This design comes from an exercise in tuning for small area, a short achievable clock period and few clock cycles per item on the open sky130 flow, not from production work.
Function was checked by simulation only, so behaviour that the tests miss may differ from the original.

## flow/design.v (module list and top-level ports; edited modules follow where they fit)
// module wt_adder: 42 lines
// module wt_add: 56 lines
// module wt_prod: 22 lines
// module wt_mulc: 814 lines
// module wt_front: 73 lines
// module wt_norm: 16 lines
// module wt_sine: 123 lines
// module wt_qrom: 1656 lines
// module wt_drom: 1177 lines
module wt_sine (
  input             clk,
  input             rst,
  input             in_valid,
  output            in_ready,
  input      [1:0]  in_op,
  input      [31:0] in_a,
  input      [31:0] in_b,
  output reg        out_valid,
  input             out_ready,
  output reg [31:0] out_data,
  output reg [1:0]  out_fault
);
  // ...
==> flow/flow/run.sh <==
#!/bin/bash
# Own flow: the standard layout (standard.sh, all steps unchanged) with one
# difference: the port buffers that global placement inserts on every input
# and output are sky130_fd_sc_hd__buf_2 cells instead of the resizer's default
# choice (a clkdlybuf4s50 delay cell). The full make output goes to
# standard_flow.log in this folder.
set -euo pipefail
export BUFFER_PORTS_ARGS="-buffer_cell sky130_fd_sc_hd__buf_2"
bash standard.sh > standard_flow.log 2>&1
==> flow/standard.sh <==
#!/bin/bash
# synth_recipe.tcl (not shown) runs the flow's synth.tcl, then flattens the netlist and writes it again
# the make line also repeats each setting of config.mk as NAME=value (left out here)
make -C /OpenROAD-flow-scripts/flow DESIGN_CONFIG=/design/flow/config.mk WORK_HOME=/design/flow/orfs CLKGATE_MAP_FILE= SYNTH_SCRIPT=/design/flow/synth_recipe.tcl "${@:-finish}"
==> flow/config.mk <==
export PLATFORM = sky130hd
export DESIGN_NAME = wt_sine
export DESIGN_NICKNAME = wt_sine
export VERILOG_FILES = /design/flow/design.v
export SDC_FILE = /design/flow/constraint.sdc
export NUM_CORES = 4
export LEC_CHECK = 0
export ABC_AREA = 1
export CAP_MARGIN = 0
export CORE_MARGIN = 2
export CORE_UTILIZATION = 40
export PLACE_DENSITY = 0.55
export SLEW_MARGIN = 0
export SYNTH_MEMORY_MAX_BITS = 65536
==> flow/constraint.sdc <==
create_clock -name core_clock -period 100.0 [get_ports {clk}]
set_input_delay 20.0000 -clock core_clock [delete_from_list [all_inputs] [get_ports {clk}]]
set_output_delay 20.0000 -clock core_clock [all_outputs]
set_load 0.01 [all_outputs]
==> summary.md, run 1 <==
| Metric | Value |
|---|---|
| Status | `no timing/DRC/antenna violations` |
| Cell Area, Placed | `39900 µm²` |
| Num CTS Buffers | `27` |
| Non-CTS buffers | `197` |
| TNS Setup | `0 ns` |
| CP Launch Type | `flop` |
| Mapped cell area | `38200 µm²` |
| Hold buffer count at cts | `0` |
| Fin crit period | `21.10 ns` |
| Relative slew slack | `0.168` |
| Slew Viols, Final | `0` |
| Layout Cells excl Fill | `6726` |
| DR iter-0 viols | `4217` |
| Commonest non-fill, non-tap cell in the layout | `nand2_1` |
| Final Setup Violations | `0` |
| Global-route wire length before repair | `244000 µm` |
| Unrepaired setup endpoints after global routing | `no` |
| DR top layer | `met5` |
| Placer Congestion | `1.05` |
| Site row count | `113` |
| CP Max Fanout | `1` |
| Xor/xnor share of the synthesized area | `0.0790` |
| Fin. Hold Viols | `0` |
| Cts repair resizes | `0` |
| Initial antenna violation count | `5` |
| Die height | `313 µm` |
| R2R Path Start | `j2[7]` |
| Worst Skew | `0.0432 ns` |
| Synth top cells by count | `1151 x nand2_1, 750 x inv_1, 424 x o21ai_0, 405 x nand3_1, 361 x nor2_1` |
| Cell count after synthesis | `5482` |
| CTS max path bufs | `3` |
| Die area | `98000 µm²` |
| Number of buffers added on ports | `105` |
| Sequential cell count | `236` |
| Slowest CP cell | `edfxtp_1` |
| Highest cell delay on the worst timing path | `0.37 ns` |
| Synth Area in Adders | `0.200` |
| Top cell type's share of synthesized area | `0.154` |
Testbench counts, summed over its fixed seeds: cycles 32,032, items 32,000.
==> inputs of run 2 (changes only) <==
==> flow/run.sh (new file) <==
#!/bin/bash
# synth_recipe.tcl (not shown) runs the flow's synth.tcl, then flattens the netlist and writes it again
# the make line also repeats each setting of config.mk as NAME=value (left out here)
make -C /OpenROAD-flow-scripts/flow DESIGN_CONFIG=/design/flow/config.mk WORK_HOME=/design/flow/orfs CLKGATE_MAP_FILE= SYNTH_SCRIPT=/design/flow/synth_recipe.tcl finish
removed: flow/flow/run.sh
removed: flow/standard.sh
==> summary.md, run 2 <==
| Metric | Value |
|---|---|
| Status | `no timing/DRC/antenna violations (unchanged)` |
| Post-Layout Inst Area | `41400 µm² (was 40800 µm²)` |
| Final Setup Violations | `0 (unchanged)` |
| Largest area contributor in the netlist | `edfxtp_1 (unchanged)` |
| Total track usage | `0.313 (was 0.327)` |
| Fillers | `10100 (about the same)` |
| I/O Pins | `106 (unchanged)` |
| Slew @ Worst Pin | `1.33 ns (was 1.24 ns)` |
| CTS root buf | `clkbuf_16 (unchanged)` |
| Most frequent cells in the layout | `1150 x nand2_1, 749 x inv_1, 424 x o21ai_0 (unchanged)` |
| DR iter-0 viols | `4109 (was 4217)` |
| Fin. Hold Viols | `0 (unchanged)` |
| Unrepaired setup endpoints after global routing | `no (unchanged)` |
| DRC | `0 (unchanged)` |
| Via Count | `39100 (was 39400)` |
| Pin count of the biggest net entering global routing | `75 (was 70)` |
| Synth Register Bits | `236 (unchanged)` |
| Max-Cap Viols | `0 (unchanged)` |
| Die width | `313 µm (unchanged)` |
| R2R Setup Slk | `80.01 ns (was 79.87 ns)` |
| WL per Instance | `23.2 µm (was 24.2 µm)` |
| Syn Area/Cell | `6.97 µm² (unchanged)` |
| Asr flop ratio synth | `0 (unchanged)` |
| Synth top cells by count | `1151 x nand2_1, 750 x inv_1, 424 x o21ai_0, 405 x nand3_1, 361 x nor2_1 (unchanged)` |
| Die area | `98000 µm² (unchanged)` |
| Fraction of layout cells with a size suffix above 1 | `0.0505 (was 0.0692)` |
| Synth top area cells | `edfxtp_1 15%, fa_1 13%, nand2_1 11% (unchanged)` |
| Cts repair resizes | `0 (unchanged)` |
| EDFF count, synth | `196 (unchanged)` |
| HPWL Detailed | `122000 µm (was 127000 µm)` |
| Clock sinks | `236 (unchanged)` |
| Final wirelength | `156000 µm (was 163000 µm)` |
| TNS Setup | `0 ns (unchanged)` |
| Vias in the first global route | `37700 (was 38000)` |
| Total global routing overflow | `0 (unchanged)` |
| Pre-CTS WS | `78.65 ns (was 79.07 ns)` |
| Register area share after synthesis | `0.175 (unchanged)` |
| Critical Path Sink Type | `output pin (unchanged)` |
| Tcrit/Tclk final | `0.215 (was 0.211)` |
| Unique masters post-synth | `76 (unchanged)` |
| Final nets | `5975 (was 5976)` |
| Worst setup margin | `78.53 ns (was 78.90 ns)` |
| Relative slew slack | `0.102 (was 0.168)` |
| Number of buffers added on ports | `105 (unchanged)` |
| Die height | `313 µm (unchanged)` |
| Worst-path clk slew | `0.06 ns (was 0.07 ns)` |
| Placer Congestion | `1.01 (was 1.05)` |
| Highest cell delay on the worst timing path | `0.55 ns (was 0.37 ns)` |
| Initial Utilization | `0.403 (unchanged)` |
| Yosys warning total | `4 (unchanged)` |
| Slowest CP cell | `clkdlybuf4s50_1 (was edfxtp_1)` |
| Cell Area, Placed | `40400 µm² (was 39900 µm²)` |
| Count leader, synth | `nand2_1 (unchanged)` |
| Clock latency on the worst-skew pair | `0.62 ns (was 0.61 ns)` |
| Synth Flop Type | `edfxtp_1 (unchanged)` |
| Global-route wire length before repair | `236000 µm (was 244000 µm)` |
| Slew Viols, Final | `0 (unchanged)` |
| Commonest non-fill, non-tap cell in the layout | `nand2_1 (unchanged)` |
| FMAX | `46.6 MHz (was 47.4 MHz)` |
| Hold buffer count at cts | `0 (unchanged)` |
| Worst reg-to-reg path cell count | `91 (was 93)` |
| CP Depth | `1 (unchanged)` |
| Top cell type's share of synthesized area | `0.154 (unchanged)` |
| CTS max path bufs | `3 (unchanged)` |
| Core footprint | `94900 µm² (unchanged)` |
| First-pass iteration count of the detailed router | `9 (was 6)` |
| CP Launch Type | `flop (unchanged)` |
| Fin crit period | `21.47 ns (was 21.10 ns)` |
| Critical path buffers and inverters | `1 (unchanged)` |
| Hold Path Stages | `2 (was 0)` |
| Hold/Removal Path Class | `reg -> reg (unchanged)` |
| Initial antenna violation count | `2 (was 5)` |
| Worst Skew | `0.0558 ns (was 0.0432 ns)` |
| CTS tree | `built (unchanged)` |
| Mapped cell area | `38200 µm² (unchanged)` |
| Family with the most delay on the worst path | `buffers and inverters (was flip-flops)` |
| Via-to-Cell Ratio | `5.81 (was 5.85)` |
| Worst Path Class, Setup | `reg -> out (unchanged)` |
| H-tree Lvls | `1 (unchanged)` |
| Area growth from synthesis to layout | `8.45% (was 6.66%)` |
| Worst Path Arrival | `1.47 ns (was 1.10 ns)` |
| Site row count | `113 (unchanged)` |
| Num CTS Buffers | `30 (was 27)` |
| Cell count after synthesis | `5482 (unchanged)` |
| Synth Net Count | `6017 (unchanged)` |
| CP Max Fanout | `3 (was 1)` |
| Worst-path cell chain | `clkdlybuf4s50_1 (was buf_2)` |
| Routed Antenna Nets | `0 (unchanged)` |
| CP Data Required Time | `80.00 ns (about the same)` |
| Post-CTS Setup Bufs | `0 (unchanged)` |
==> run 2: cell counts after synthesis <==
No cell type changed its count.
==> run 2: logic make-up after synthesis <==
kind of cell / count (synthesis) / synth area share
and+or+nand+nor: 2183 / 0.247
xor gates and xnor gates: 344 / 0.0790
adders and majority gates: 465 / 0.200
AOI/OAI and AO/OA: 1178 / 0.186
muxes: 14 / 0.00373
DFF: 236 / 0.175
buffers and inverters: 1062 / 0.109
==> run 2: metrics by stage <==
step	instances	utilization	hold WS, ns
2_1_floorplan	5482	-	0.400
3_3_place_gp	6673	0.425	0.453
3_5_place_dp	6673	0.425	0.449
4_1_cts	6729	0.437	0.462
5_1_grt	6729	0.437	0.475
6_report	6730	0.437	0.458
==> run 2: worst paths after layout <==
| check | from | end |
|---|---|---|
| max | out_valid | out_valid |
| min | sk_data[29] | sk_data[29] |
| max reg2reg | j2[1] | dbig3 |
| min reg2reg | sk_data[29] | sk_data[29] |
==> run 2: layout make-up <==
cell class	instances	area, µm²	share of cell area
antenna	1	2.50	0.0000604
clock buffer	37	818	0.0197
clock inverter	19	255	0.00616
inverter	795	2990	0.0721
multi-input combinational	4184	27400	0.661
sequential	236	6690	0.161
tap	1265	1580	0.0382
timing repair buffer	193	1710	0.0413
==> run 2: per-layer routing <==
layer / global-route usage / share of wire / vias up
met4: 0.150 / 0.057 / 2
met2: 0.498 / 0.44 / 1777
met3: 0.0431 / 0.078 / 414
met1: 0.419 / 0.42 / 18600
met5: 0 / 0.000064 / -
li1: - / - / 18300
==> run 2: worst register-to-register path: cells and delay by family (launching register included) <==
kind | cells | cell delay, ns
simple gates | 24 | 3.41
xor+xnor | 4 | 0.77
compound gates | 31 | 5.27
buf+inv | 14 | 2.71
fa+ha+maj | 18 | 6.96
flops | 1 | 0.57

static timing again, ports no longer ideal:
Ports are ideal in the flow. The routed layouts listed here were re-timed in OpenROAD.
Step 1: set_driving_cell puts a clkbuf_16 on clk and a buf_2 on each other input, an assumption about the parent block.
Step 2 times the ports against the registers' clock, not the clock port: input delays grow and output delays shrink by t, the midpoint of the rising clock arrivals with the driver on.
Three values: ideal ports, drivers, drivers and shift; two values: the first two.
run	shift t [ns]	setup slack, ns	cell pins on the clock port's net
run 1	0.658	78.901 / 78.829 / 79.046	1
run 2	0.665	78.529 / 78.457 / 78.599	1
After both steps every run listed still meets setup and hold.
